Context: an optimization exercise on an open-source flow, tuned for small area, a short achievable clock period and few clock cycles. The choices shown serve that exercise and are no tape-out recipe.
At most, simulation tests tie the RTL to the original design; equivalence was not proved.
No activity file was given, so power comes from the tool's default toggle rates.

==> run F: inputs <==
Design g2p_poly, start of the top module:
module g2p_poly (
    input  wire        clk,
    input  wire        rst,         
    input  wire        cmd_valid,
    input  wire [31:0] cmd,
    input  wire [63:0] opa,
    input  wire [63:0] opb,
    output wire        cmd_ready,
    output reg         done,
    output reg  [3:0]  code,
    output reg         none,
    output reg  [63:0] res_lo,
    output reg  [63:0] res_hi
);
Settings: LEC_CHECK=0, CAP_MARGIN=20, CORE_MARGIN=2, CORE_UTILIZATION=40, SETUP_SLACK_MARGIN=3.0, SLEW_MARGIN=20; clock period 8.0 ns.
run.sh (not shown) runs the stock make flow with config.mk's settings and CLKGATE_MAP_FILE= SYNTH_SCRIPT=/design/flow/synth_recipe.tcl, a recipe that flattens the netlist after the stock synthesis.
==> inputs of run Z, as changes to run F <==
--- a/flow/design.v
+++ b/flow/design.v
@@ -423,40 +423,14 @@
         integer i;
         begin
             deg8 = 3'd0;
             for (i = 0; i < 8; i = i + 1)
                 if (b[i]) deg8 = i[2:0];
         end
     endfunction
-    function ult4;
-        input [3:0] x;
-        input [3:0] y;
-        integer i;
-        reg eq;
-        begin
-            ult4 = 1'b0;
-            eq   = 1'b1;
-            for (i = 3; i >= 0; i = i - 1) begin
-                ult4 = ult4 | (eq & ~x[i] & y[i]);
-                eq   = eq & ~(x[i] ^ y[i]);
-            end
-        end
-    endfunction
-    function [63:0] smear;
-        input [63:0] v;
-        integer i, k;
-        reg [63:0] t;
-        begin
-            t = v;
-            for (k = 1; k < 64; k = k * 2)
-                for (i = 0; i < 64; i = i + 1)
-                    if (i + k < 64) t[i] = t[i] | t[i+k];
-            smear = t;
-        end
-    endfunction
     function [70:0] clmul8;
         input [63:0] a;
         input [7:0]  c;
         integer i;
         begin
             clmul8 = 71'd0;
             for (i = 0; i < 8; i = i + 1)
@@ -477,16 +451,14 @@
     reg [63:0]  A;         
     reg [63:0]  B;         
     reg [3:0]   cnt;       
     reg [3:0]   bi;        
     reg [2:0]   tq;        
     reg [2:0]   jb;        
     reg [3:0]   cm;        
-    reg [2:0]   ta_r;      
-    reg [2:0]   za_r;      
     reg [6:0]   mu;        
     reg [14:0]  aw;        
     reg [7:0]   win;       
     reg [6:0]   pidx;
     reg [6:0]   plast;
     reg [7:0]   p1_f;
     reg         p1_v, p1_l;
@@ -501,40 +473,35 @@
     wire [3:0]  za     = lzb64(opa);
     wire [3:0]  zb     = lzb64(opb);
     wire        a_zero = za[3];
     wire        b_zero = zb[3];
     wire [2:0]  ta     = deg8(lead8(opa));
     wire [2:0]  tb     = deg8(lead8(opb));
     wire [5:0]  da_in  = {~za[2:0], ta};      
-    wire        swap   = ult4(zb, za);
+    wire        swap   = (za > zb);
     wire [3:0]  zm     = swap ? za : zb;
-    wire        rem_small = |(opb & ~smear(opa));
+    wire        rem_small = a_zero | (za > zb) | ((za == zb) & (ta < tb));
     wire        irr_big   = (opa[63:17] != 47'd0);
     wire        irr_le1   = (opa[63:2] == 62'd0);
     wire        irr_le3   = (opa[63:4] == 60'd0);
     wire        irr_odd   = ^opa[16:0];
     wire [6:0]  irr_lst   = irr_last(da_in[4:1]);
-    wire        irr_imm   = irr_le1 | ~opa[0] | ~irr_odd | irr_le3;
-    wire        res_we    = is_deg | is_add | is_mul | (is_rem & ~b_zero) |
-                            (is_irr & ~irr_big);
-    wire [11:0] ptab  = prem_tab(~ult4({1'b0, ta_r}, {1'b0, tq}), za_r, jb);
-    wire [3:0]  cmc   = ptab[7:4];
-    wire [63:0] lmask = cmc[3] ? {64{1'b1}} : ({64{1'b1}} >> {cmc[2:0], 3'b000});
+    wire [11:0] ptab  = prem_tab(ta >= tb, za[2:0], zb[2:0]);
+    wire [63:0] lmask = cm[3] ? {64{1'b1}} : ({64{1'b1}} >> {cm[2:0], 3'b000});
     wire        in_idle = (state == S_IDLE);
     wire        rdn     = (state == S_RDN);
     wire [63:0] rot = rolb(in_idle ? opb : (rdn ? res_lo : B),
-                           in_idle ? zb[2:0] : (rdn ? (3'd0 - jb) : (3'd0 - cmc[2:0])));
+                           in_idle ? zb[2:0] : (rdn ? (3'd0 - jb) : (3'd0 - cm[2:0])));
     wire [63:0] lo0   = rot & lmask;
     wire [21:0] awv   = A[62:41] >> tq;
     wire        remst = (state == S_REM);
     wire [14:0] qprod = clmul8({8'd0, 1'b1, mu[6:0]} , win);
     wire [7:0]  q     = qprod[14:7];
     wire [71:0] bx    = {8'd0, B};
-    wire [3:0]  bsel  = (state == S_RSET) ? ptab[3:0] : bi;
-    wire [15:0] b16   = bx[{bsel[2:0], 3'b000} +: 16];
+    wire [15:0] b16   = bx[{bi[2:0], 3'b000} +: 16];
     wire [7:0]  bbyte = bi[3] ? 8'd0 : b16[7:0];
     wire [15:0] w0v   = b16 >> tq;
     wire [7:0]  chunk = remst ? q : bbyte;
     wire [7:0]  sin   = remst ? bbyte : 8'd0;
     wire [70:0] prod  = clmul8(A, chunk);
     wire [127:0] acc_n = {res_hi[55:0], res_lo, sin} ^ {57'd0, prod};
     wire [14:0] f1v   = res_lo[54:40] >> tq;
@@ -569,68 +536,79 @@
             res_lo <= 64'd0;
             res_hi <= 64'd0;
         end else begin
             done <= 1'b0;
             case (state)
                 S_IDLE: begin
                     if (cmd_valid) begin
-                        A     <= is_rem ? rot : ((is_mul & swap) ? opb : opa);
-                        B     <= (is_mul & ~swap) ? opb : opa;
-                        jb    <= zb[2:0];
-                        tq    <= tb;
-                        ta_r  <= ta;
-                        za_r  <= za[2:0];
-                        cnt   <= {1'b0, ~zm[2:0]};
-                        bi    <= {1'b0, ~zm[2:0]};
-                        pidx  <= 7'd1;
-                        plast <= irr_lst;
-                        p1_f  <= irr_rom(7'd0);
-                        p1_v  <= 1'b1;
-                        p1_l  <= (irr_lst == 7'd0);
-                        p2_v  <= 1'b0;
-                        if (res_we) begin
-                            res_lo <= is_mul ? 64'd0 :
-                                      is_deg ? {58'd0, a_zero ? 6'd0 : da_in} :
-                                      is_add ? (opa ^ opb) :
-                                      is_irr ? {63'd0, irr_le1 ? opa[1] : (opa[0] & irr_odd)} :
-                                      opa;
+                        if (is_deg) begin
+                            done   <= 1'b1;
+                            code   <= C_OK;
+                            none   <= a_zero;
+                            res_lo <= {58'd0, a_zero ? 6'd0 : da_in};
+                            res_hi <= 64'd0;
+                        end else if (is_add) begin
+                            done   <= 1'b1;
+                            code   <= C_OK;
+                            none   <= 1'b0;
+                            res_lo <= opa ^ opb;
                             res_hi <= 64'd0;
-                        end
-                        if (is_deg | is_add) begin
-                            done <= 1'b1;
-                            code <= C_OK;
-                            none <= is_deg & a_zero;
                         end else if (is_mul) begin
+                            res_lo <= 64'd0;
+                            res_hi <= 64'd0;
+                            A      <= swap ? opb : opa;
+                            B      <= swap ? opa : opb;
+                            cnt    <= {1'b0, ~zm[2:0]};
+                            bi     <= {1'b0, ~zm[2:0]};
                             if (zm == 4'd8) begin
                                 done <= 1'b1;
                                 code <= C_OK;
                                 none <= 1'b0;
                             end else begin
                                 state <= S_MUL;
                             end
                         end else if (is_rem) begin
                             if (b_zero) begin
                                 done <= 1'b1;
                                 code <= C_CONTRACT;
                             end else if (rem_small) begin
-                                done <= 1'b1;
-                                code <= C_OK;
-                                none <= 1'b0;
+                                done   <= 1'b1;
+                                code   <= C_OK;
+                                none   <= 1'b0;
+                                res_lo <= opa;
+                                res_hi <= 64'd0;
                             end else begin
-                                state <= S_RSET;
+                                A      <= rot;
+                                B      <= opa;
+                                jb     <= zb[2:0];
+                                tq     <= tb;
+                                cnt    <= ptab[11:8];
+                                cm     <= ptab[7:4];
+                                bi     <= ptab[3:0];
+                                res_hi <= 64'd0;
+                                state  <= S_RSET;
                             end
                         end else if (is_irr) begin
                             if (irr_big) begin
                                 done <= 1'b1;
                                 code <= C_CONTRACT;
-                            end else if (irr_imm) begin
-                                done <= 1'b1;
-                                code <= C_OK;
-                                none <= 1'b0;
+                            end else if (irr_le1 | ~opa[0] | ~irr_odd | irr_le3) begin
+                                done   <= 1'b1;
+                                code   <= C_OK;
+                                none   <= 1'b0;
+                                res_lo <= {63'd0, irr_le1 ? opa[1] : (opa[0] & irr_odd)};
+                                res_hi <= 64'd0;
                             end else begin
+                                A     <= opa;
+                                pidx  <= 7'd1;
+                                plast <= irr_lst;
+                                p1_f  <= irr_rom(7'd0);
+                                p1_v  <= 1'b1;
+                                p1_l  <= (irr_lst == 7'd0);
+                                p2_v  <= 1'b0;
                                 state <= S_IRR;
                             end
                         end else begin
                             done <= 1'b1;
                             code <= C_ILLEGAL;
                         end
                     end
@@ -644,17 +622,15 @@
                         code  <= C_OK;
                         none  <= 1'b0;
                         state <= S_IDLE;
                     end
                 end
                 S_RSET: begin
                     res_lo <= lo0;
-                    cm     <= cmc;
-                    cnt    <= ptab[11:8];
-                    bi     <= cmc - 4'd1;
+                    bi     <= cm - 4'd1;
                     aw     <= awv[14:0];
                     mu     <= mu_tab(awv[14:8]);
                     win    <= w0v[7:0];
                     state  <= S_REM;
                 end
                 S_REM: begin
                     {res_hi, res_lo} <= acc_n;
- SETUP_SLACK_MARGIN: 3.0 -> not set
==> comparison table <==
item	run Z	run F
Outcome	timing/DRC/antenna clean	timing/DRC/antenna clean
Number of enable flip-flop cells after synthesis	217	219
Total chip power	4.65 mW	6.03 mW
Sequential cell fraction of total power	42.1%	35.4%
Detailed-router iteration count before antenna repair	6	8
Final Cell Area	0.0425 sq mm	0.0467 sq mm
Worst R2R Setup Slack	1850 ps	3030 ps
Vias/cell	6.12	6.34
Clock edge transition at the registers on the reported setup and hold paths	70 ps	60 ps
Area after detailed placement	0.0409 sq mm	0.0421 sq mm
Share of the synthesized area in compound gates (AO/OA/AOI/OAI)	18.3%	21.0%
Critical Path Source	opb[48]	opa[30]
Detailed-route via count	37400	41100
Global-route usage over all layers	34.1%	37.5%
Clock latency of the later-clocked register in the worst-skew pair	610 ps	640 ps
Final Cycle Share	89.3%	63.5%
Worst-case reg-to-reg path depth	15	14
Power of the clock network	2.14 mW	2.18 mW
Pwr per Cell Area	110 mW/mm^2	129 mW/mm^2
Fraction of standard cell area in multi-input logic	60.2%	60.4%
Multiplexer share of the synthesized area	10.0%	10.0%
Inverters	67	88
Number of multi-input logic gates	3972	4119
Switching fraction of total power	27.1%	33.9%
Worst-path maximum fanout	23	9
Testbench counts of run F, summed over its fixed seeds: cycles 16,292.
No functional check of the RTL was part of run Z.

-- re-timing with driven ports --
How much do the figures lean on ideal ports? The routed layouts below were timed once more, with nothing changed but the port constraints.
Step 1 sets driving cells, clkbuf_16 on the clock port and buf_2 on the other inputs (assumed; they add their load-dependent delay and slew).
Step 2 moves the port delays by t, midway between the first and last clock arrival at a register: inputs arrive t later, outputs are due t later. That takes back most of the time a late clock gives input paths.
a / b / c = ideal ports / drivers / drivers and shift; a / b = the first two.
| run | t, ns | setup WS [ns] | worst hold slack (ns) |
|---|---|---|---|
| run F | 0.676 | 2.920 / 2.960 / 2.284 | 0.468 / 0.468 / 0.468 |
| run Z | 0.663 | 0.858 / 0.901 / 0.238 | 0.446 / 0.446 / 0.446 |
After both steps setup and hold are still met in every run listed. The setup slack of run F, which loses most, moves by +0.040 ns with the drivers and by -0.636 ns with both steps.
